This is an optimization exercise on Yosys and OpenROAD, whose aim is small area, not a production implementation.
The RTL was checked by simulation tests, not by an equivalence proof against the original design.
The flow treats the clock pin as an ideal source. Dropping or thinning the clock tree relies on that and would not hold on a real chip.
No activity file was given, so power comes from the tool's default toggle rates.

branch xenon:
==> module termostato_sig, before the edit <==
module termostato_sig (
    input  wire        clk,
    input  wire        rst,         
    input  wire        cmd_valid,   
    input  wire [31:0] cmd,
    output wire        cmd_ready,   
    output wire        rsp_valid,   
    output wire [31:0] rsp,
    output reg         led_dout,
    output reg         servo_out
);
    reg [15:0] pw;         
    reg [4:0]  ft;         
    reg [15:0] sec;        
    reg [1:0]  frm;        
    reg        tick_en;    
    reg [1:0]  tph;        
    reg        tpend;      
    reg        tovr;       
    reg        gapv;       
    reg        ill;        
    reg [23:0] frame;      
    reg [5:0]  pk;         
    reg [4:0]  pd;         
    wire busy = !pk[5] && !(pk[4] && pk[3]);         
    wire sat  = (pk == 6'd24) && (pd == 5'd0);       
    wire z23 = (cmd[23:0] == 24'h0);
    wire is_nop   = (cmd[31:24] == 8'h00) && z23;
    wire is_send  = (cmd[31:24] == 8'h10);
    wire is_wrpw  = (cmd[31:16] == 16'h2000);
    wire is_wrctl = (cmd[31:24] == 8'h30) && (cmd[23:1] == 23'h0);
    wire is_rd    = (cmd[31:28] == 4'h4) && z23 && (cmd[27:24] <= 4'd4);
    assign cmd_ready = !busy && !rst;
    wire   accept    = cmd_valid && cmd_ready;
    wire       tick_ev   = tick_en && (tph == 2'd3);
    wire       svc       = tpend && !busy;
    wire       ft_wrap   = (ft == 5'd19);
    wire [4:0] ft_p2     = svc ? (ft_wrap ? 5'd0 : ft + 5'd1) : ft;
    wire       sec_step  = svc && ft_wrap && frm[1];
    wire [15:0] sec_p2   = sec + {15'd0, sec_step};
    wire       tpend_p2  = tpend && !svc;
    wire       tpend_p3  = tpend_p2 || tick_ev;
    wire       tovr_p3   = tovr || (tick_ev && tpend_p2);
    wire [3:0] sel = cmd[27:24];
    assign rsp_valid = accept && is_rd;
    assign rsp[31:16] = 16'd0;
    assign rsp[15:0] = !rsp_valid ? 16'd0 :
        sel[2]               ? sec_p2 :
        (sel[1:0] == 2'd0)   ? {12'd0, ill, gapv, tovr_p3, tpend_p3} :
        (sel[1:0] == 2'd1)   ? {11'd0, ft_p2} :
        (sel[1:0] == 2'd2)   ? pw :
                               {15'd0, tick_en};
    wire do_send  = accept && is_send;
    wire do_wrpw  = accept && is_wrpw;
    wire do_wrctl = accept && is_wrctl;
    wire do_ill   = accept && !(is_nop || is_send || is_wrpw || is_wrctl || is_rd);
    wire pd_zero = (pd == 5'd0);
    wire [5:0] pk_dec = pd_zero ? pk - 6'd1 : pk;
    wire [4:0] pd_dec = pd_zero ? 5'd19 : pd - 5'd1;
    wire lvl = pd_zero ? (pk != 6'd0)
                       : ((pd >= 5'd15) || ((pd >= 5'd8) && frame[pk[4:0]]));
    always @(posedge clk) begin
        if (do_send)
            frame <= {cmd[15:8], cmd[23:16], cmd[7:0]};
        tph <= tick_en ? tph + 2'd1 : 2'd0;
        if (rst) begin
            pw        <= 16'd0;
            ft        <= 5'd0;
            sec       <= 16'd0;
            frm       <= 2'd0;
            tick_en   <= 1'b0;
            tpend     <= 1'b0;
            tovr      <= 1'b0;
            gapv      <= 1'b0;
            ill       <= 1'b0;
            pk        <= 6'd24;
            pd        <= 5'd0;
            led_dout  <= 1'b0;
            servo_out <= 1'b0;
        end else begin
            ft  <= ft_p2;
            sec <= sec_p2;
            if (svc) begin
                servo_out <= (pw[15:5] != 11'd0) || (ft_p2 <= pw[4:0]);
                if (ft_wrap)
                    frm <= frm[1] ? 2'd0 : frm + 2'd1;
            end
            tpend <= tpend_p3;
            tovr  <= tovr_p3;
            if (do_wrpw)
                pw <= cmd[15:0];
            if (do_wrctl) begin
                tick_en <= cmd[0];
                if (!cmd[0])
                    tpend <= 1'b0;
            end
            if (do_ill)
                ill <= 1'b1;
            if (do_send) begin
                if (!sat)
                    gapv <= 1'b1;
                pk       <= 6'd23;
                pd       <= 5'd19;
                led_dout <= 1'b1;
            end else begin
                if (!sat) begin
                    pk <= pk_dec;
                    pd <= pd_dec;
                end
                led_dout <= busy && lvl;
            end
        end
    end
endmodule
export LEC_CHECK = 0
export CAP_MARGIN = 20
export CORE_MARGIN = 2
export CORE_UTILIZATION = 40
export SLEW_MARGIN = 20
create_clock -name core_clock -period 10.0 [get_ports {clk}]
standard.sh (not shown) runs the stock make flow with config.mk's settings and CLKGATE_MAP_FILE= SYNTH_SCRIPT=/design/flow/synth_recipe.tcl, a recipe that flattens the netlist after the stock synthesis.
==> flow/flow/run.sh <==
#!/bin/bash
# The standard layout, with four changes:
#  - after the standard synthesis, the combinational logic is remapped with
#    several area-oriented ABC scripts (flow/reopt.tcl); each result is proved
#    equivalent to the standard netlist (flow/check.tcl) and the smallest
#    proven one is kept; the registers are untouched;
#  - ports are buffered with sky130_fd_sc_hd__buf_1 instead of clkdlybuf4s50_1;
#  - constant outputs share one tie cell;
#  - after CTS, the clock tree is rebuilt flat (flow/clock_tree.tcl): the
#    clock port drives 3 or 4 leaf buffers, each driving one balanced cluster
#    of flip-flops, with the worst clock-pin slew kept under CLOCK_SLEW_TARGET.
set -euo pipefail
W=$(pwd)
R=$W/orfs/results/$FLOW_PLATFORM/termostato_sig/base
export BUFFER_PORTS_ARGS="-buffer_cell sky130_fd_sc_hd__buf_1"
export SKIP_REPAIR_TIE_FANOUT=1
export CTS_ARGS="-sink_clustering_enable -repair_clock_nets -dont_use_dummy_load"
export POST_CTS_TCL=$W/flow/clock_tree.tcl CLOCK_PORT=clk CLOCK_SLEW_TARGET=0.115

bash standard.sh $R/1_2_yosys.v > synth.log 2>&1
cp $R/1_2_yosys.v $W/1_2_yosys_standard.v

export REOPT_LIB=$FLOW_HOME/platforms/sky130hd/lib/sky130_fd_sc_hd__tt_025C_1v80.lib
export REOPT_IN=$W/1_2_yosys_standard.v REOPT_TOP=$FLOW_TOP
R2="balance;rewrite;refactor;balance;rewrite;rewrite -z;balance;refactor -z;rewrite -z;balance"
NF="&dch -f;&nf -p -R 1000 -F 10 -A 10 -C 32"
SCRIPTS=(
  "+strash;dc2;$R2;dch -f;amap;topo"
  "+strash;dc2;$R2;dch -f;amap;strash;dch -f;amap;topo"
)
for seed in 1 3 5 7 9 11 13 15; do
  SCRIPTS+=("+strash;&get -n;&deepsyn -T 30 -S $seed;&put;&get -n;$NF;&put;topo")
done
# remap and prove each candidate, up to NUM_CORES at a time
candidate() {
  local i=$1 out=$W/1_2_yosys_reopt_$1.v
  REOPT_OUT=$out REOPT_SCRIPT="${SCRIPTS[$i]}" yosys -c $W/flow/reopt.tcl > reopt_$i.log 2>&1 || return 0
  if REOPT_OUT=$out yosys -c $W/flow/check.tcl > check_$i.log 2>&1; then
    echo proven > result_$i.txt
  fi
}
for i in "${!SCRIPTS[@]}"; do
  candidate $i &
  while (( $(jobs -rp | wc -l) >= ${NUM_CORES:-4} )); do sleep 1; done
done
wait
best=""; best_area=""
for i in "${!SCRIPTS[@]}"; do
  a=$(grep "Chip area for top module" reopt_$i.log 2>/dev/null | tail -1 | awk '{print $NF}')
  ok=failed; [[ -f result_$i.txt ]] && ok=proven
  echo "script $i: area ${a:-none}, equivalence $ok" >> reopt_choice.log
  [[ $ok == proven && -n "$a" ]] || continue
  if [[ -z "$best_area" ]] || awk "BEGIN{exit !($a < $best_area)}"; then
    best=$i; best_area=$a
  fi
done
if [[ -n "$best" ]]; then
  echo "chosen: script $best, area $best_area" >> reopt_choice.log
  cp $W/1_2_yosys_reopt_$best.v $R/1_2_yosys.v
else
  echo "chosen: the standard netlist" >> reopt_choice.log
fi
bash standard.sh > standard.log 2>&1
Other scripts of this flow, unchanged in this note and not shown: flow/flow/check.tcl, flow/flow/clock_tree.tcl, flow/flow/reopt.tcl
Setup changes, branch xenon to branch onyx
==> flow/design.v, changed modules only <==
module termostato_sig (
    input  wire        clk,
    input  wire        rst,         
    input  wire        cmd_valid,   
    input  wire [31:0] cmd,
    output wire        cmd_ready,   
    output wire        rsp_valid,   
    output wire [31:0] rsp,
    output reg         led_dout,
    output reg         servo_out
);
    reg [15:0] pw;         
    reg [4:0]  ft;         
    reg [15:0] sec;        
    reg [1:0]  frm;        
    reg        tick_en;    
    reg [1:0]  tph;        
    reg        tpend;      
    reg        tovr;       
    reg        gapv;       
    reg        ill;        
    reg [23:0] frame;      
    reg [5:0]  pk;         
    reg [4:0]  pd;         
    wire busy = !pk[5] && !(pk[4] && pk[3]);         
    wire sat  = (pk == 6'd24) && (pd == 5'd0);       
    wire z23 = (cmd[23:0] == 24'h0);
    wire is_nop   = (cmd[31:24] == 8'h00) && z23;
    wire is_send  = (cmd[31:24] == 8'h10);
    wire is_wrpw  = (cmd[31:16] == 16'h2000);
    wire is_wrctl = (cmd[31:24] == 8'h30) && (cmd[23:1] == 23'h0);
    wire is_rd    = (cmd[31:28] == 4'h4) && z23 && (cmd[27:24] <= 4'd4);
    assign cmd_ready = !busy && !rst;
    wire   accept    = cmd_valid && cmd_ready;
    wire       tick_ev   = tick_en && (tph == 2'd3);
    wire       svc       = tpend && !busy;
    wire       ft_wrap   = (ft == 5'd19);
    wire [4:0] ft_p2     = svc ? (ft_wrap ? 5'd0 : ft + 5'd1) : ft;
    wire       sec_step  = svc && ft_wrap && frm[1];
    wire [15:0] sec_p2   = sec + {15'd0, sec_step};
    wire       tpend_p2  = tpend && !svc;
    wire       tpend_p3  = tpend_p2 || tick_ev;
    wire       tovr_p3   = tovr || (tick_ev && tpend_p2);
    wire [3:0] sel = cmd[27:24];
    assign rsp_valid = accept && is_rd;
    assign rsp[31:16] = 16'd0;
    assign rsp[15:0] = !rsp_valid ? 16'd0 :
        sel[2]               ? sec_p2 :
        (sel[1:0] == 2'd0)   ? {12'd0, ill, gapv, tovr_p3, tpend_p3} :
        (sel[1:0] == 2'd1)   ? {11'd0, ft_p2} :
        (sel[1:0] == 2'd2)   ? pw :
                               {15'd0, tick_en};
    wire do_send  = accept && is_send;
    wire do_wrpw  = accept && is_wrpw;
    wire pw_hold  = !do_wrpw && !rst;
    wire do_wrctl = accept && is_wrctl;
    wire do_ill   = accept && !(is_nop || is_send || is_wrpw || is_wrctl || is_rd);
    wire pd_zero = (pd == 5'd0);
    wire [5:0] pk_dec = pd_zero ? pk - 6'd1 : pk;
    wire [4:0] pd_dec = pd_zero ? 5'd19 : pd - 5'd1;
    wire lvl = pd_zero ? (pk != 6'd0)
                       : ((pd >= 5'd15) || ((pd >= 5'd8) && frame[pk[4:0]]));
    always @(posedge clk) begin
        if (do_send)
            frame <= {cmd[15:8], cmd[23:16], cmd[7:0]};
        pw <= ({16{do_wrpw}} & cmd[15:0]) | ({16{pw_hold}} & pw);
        tph <= tick_en ? tph + 2'd1 : 2'd0;
        if (rst) begin
            ft        <= 5'd0;
            sec       <= 16'd0;
            frm       <= 2'd0;
            tick_en   <= 1'b0;
            tpend     <= 1'b0;
            tovr      <= 1'b0;
            gapv      <= 1'b0;
            ill       <= 1'b0;
            pk        <= 6'd24;
            pd        <= 5'd0;
            led_dout  <= 1'b0;
            servo_out <= 1'b0;
        end else begin
            ft  <= ft_p2;
            sec <= sec_p2;
            if (svc) begin
                servo_out <= (pw[15:5] != 11'd0) || (ft_p2 <= pw[4:0]);
                if (ft_wrap)
                    frm <= frm[1] ? 2'd0 : frm + 2'd1;
            end
            tpend <= tpend_p3;
            tovr  <= tovr_p3;
            if (do_wrctl) begin
                tick_en <= cmd[0];
                if (!cmd[0])
                    tpend <= 1'b0;
            end
            if (do_ill)
                ill <= 1'b1;
            if (do_send) begin
                if (!sat)
                    gapv <= 1'b1;
                pk       <= 6'd23;
                pd       <= 5'd19;
                led_dout <= 1'b1;
            end else begin
                if (!sat) begin
                    pk <= pk_dec;
                    pd <= pd_dec;
                end
                led_dout <= busy && lvl;
            end
        end
    end
endmodule
[summary]
- Compared with branch xenon, in branch onyx power dissipated in the clock network has increased; via count has increased; height of the die has remained practically unchanged; post-route fraction of the period consumed by the critical path has increased.
- For sequential share of cell area, branch xenon and branch onyx come out practically identical.
- Fmax is higher on branch xenon
- branch onyx ended with more wire length than branch xenon.
- Part of the total power dissipated in combinational logic: branch onyx vs branch xenon up 0.4 points
- branch onyx vs branch xenon on wire length the detailed router placed on met1: branch onyx is the higher one.
- branch onyx vs branch xenon — wire length of the first global-routing pass rose about 2.7%.
- Compared with branch xenon, branch onyx shows a higher largest net degree at the start of global routing.
No run of this note takes its clock network from TritonCTS; it comes from the design's own scripts or RTL.

## afterwards: timing with drivers on the ports
No port has a modelled driver above. Below, the same layouts with a new extraction and two added sets of constraints.
Step 1 assumes that a clkbuf_16 drives the clock port and a buf_2 every other input.
Step 2 moves the port delays by t, midway between the first and last clock arrival at a register: inputs arrive t later, outputs are due t later. That takes back most of the time a late clock gives input paths.
a / b / c = no drivers / after step 1 / after step 2; a / b = the first two.
| run | t, ns | setup slack, ns | worst setup path at the end | worst register clock-pin slew, ns |
|---|---|---|---|---|
| branch xenon | 0.227 | 3.304 / 3.238 / 3.418 | input to output | 0.11 / 0.11 |
| branch onyx | 0.204 | 2.934 / 2.851 / 3.055 | register to output | 0.09 / 0.09 |
After both steps every run listed still meets setup and hold.
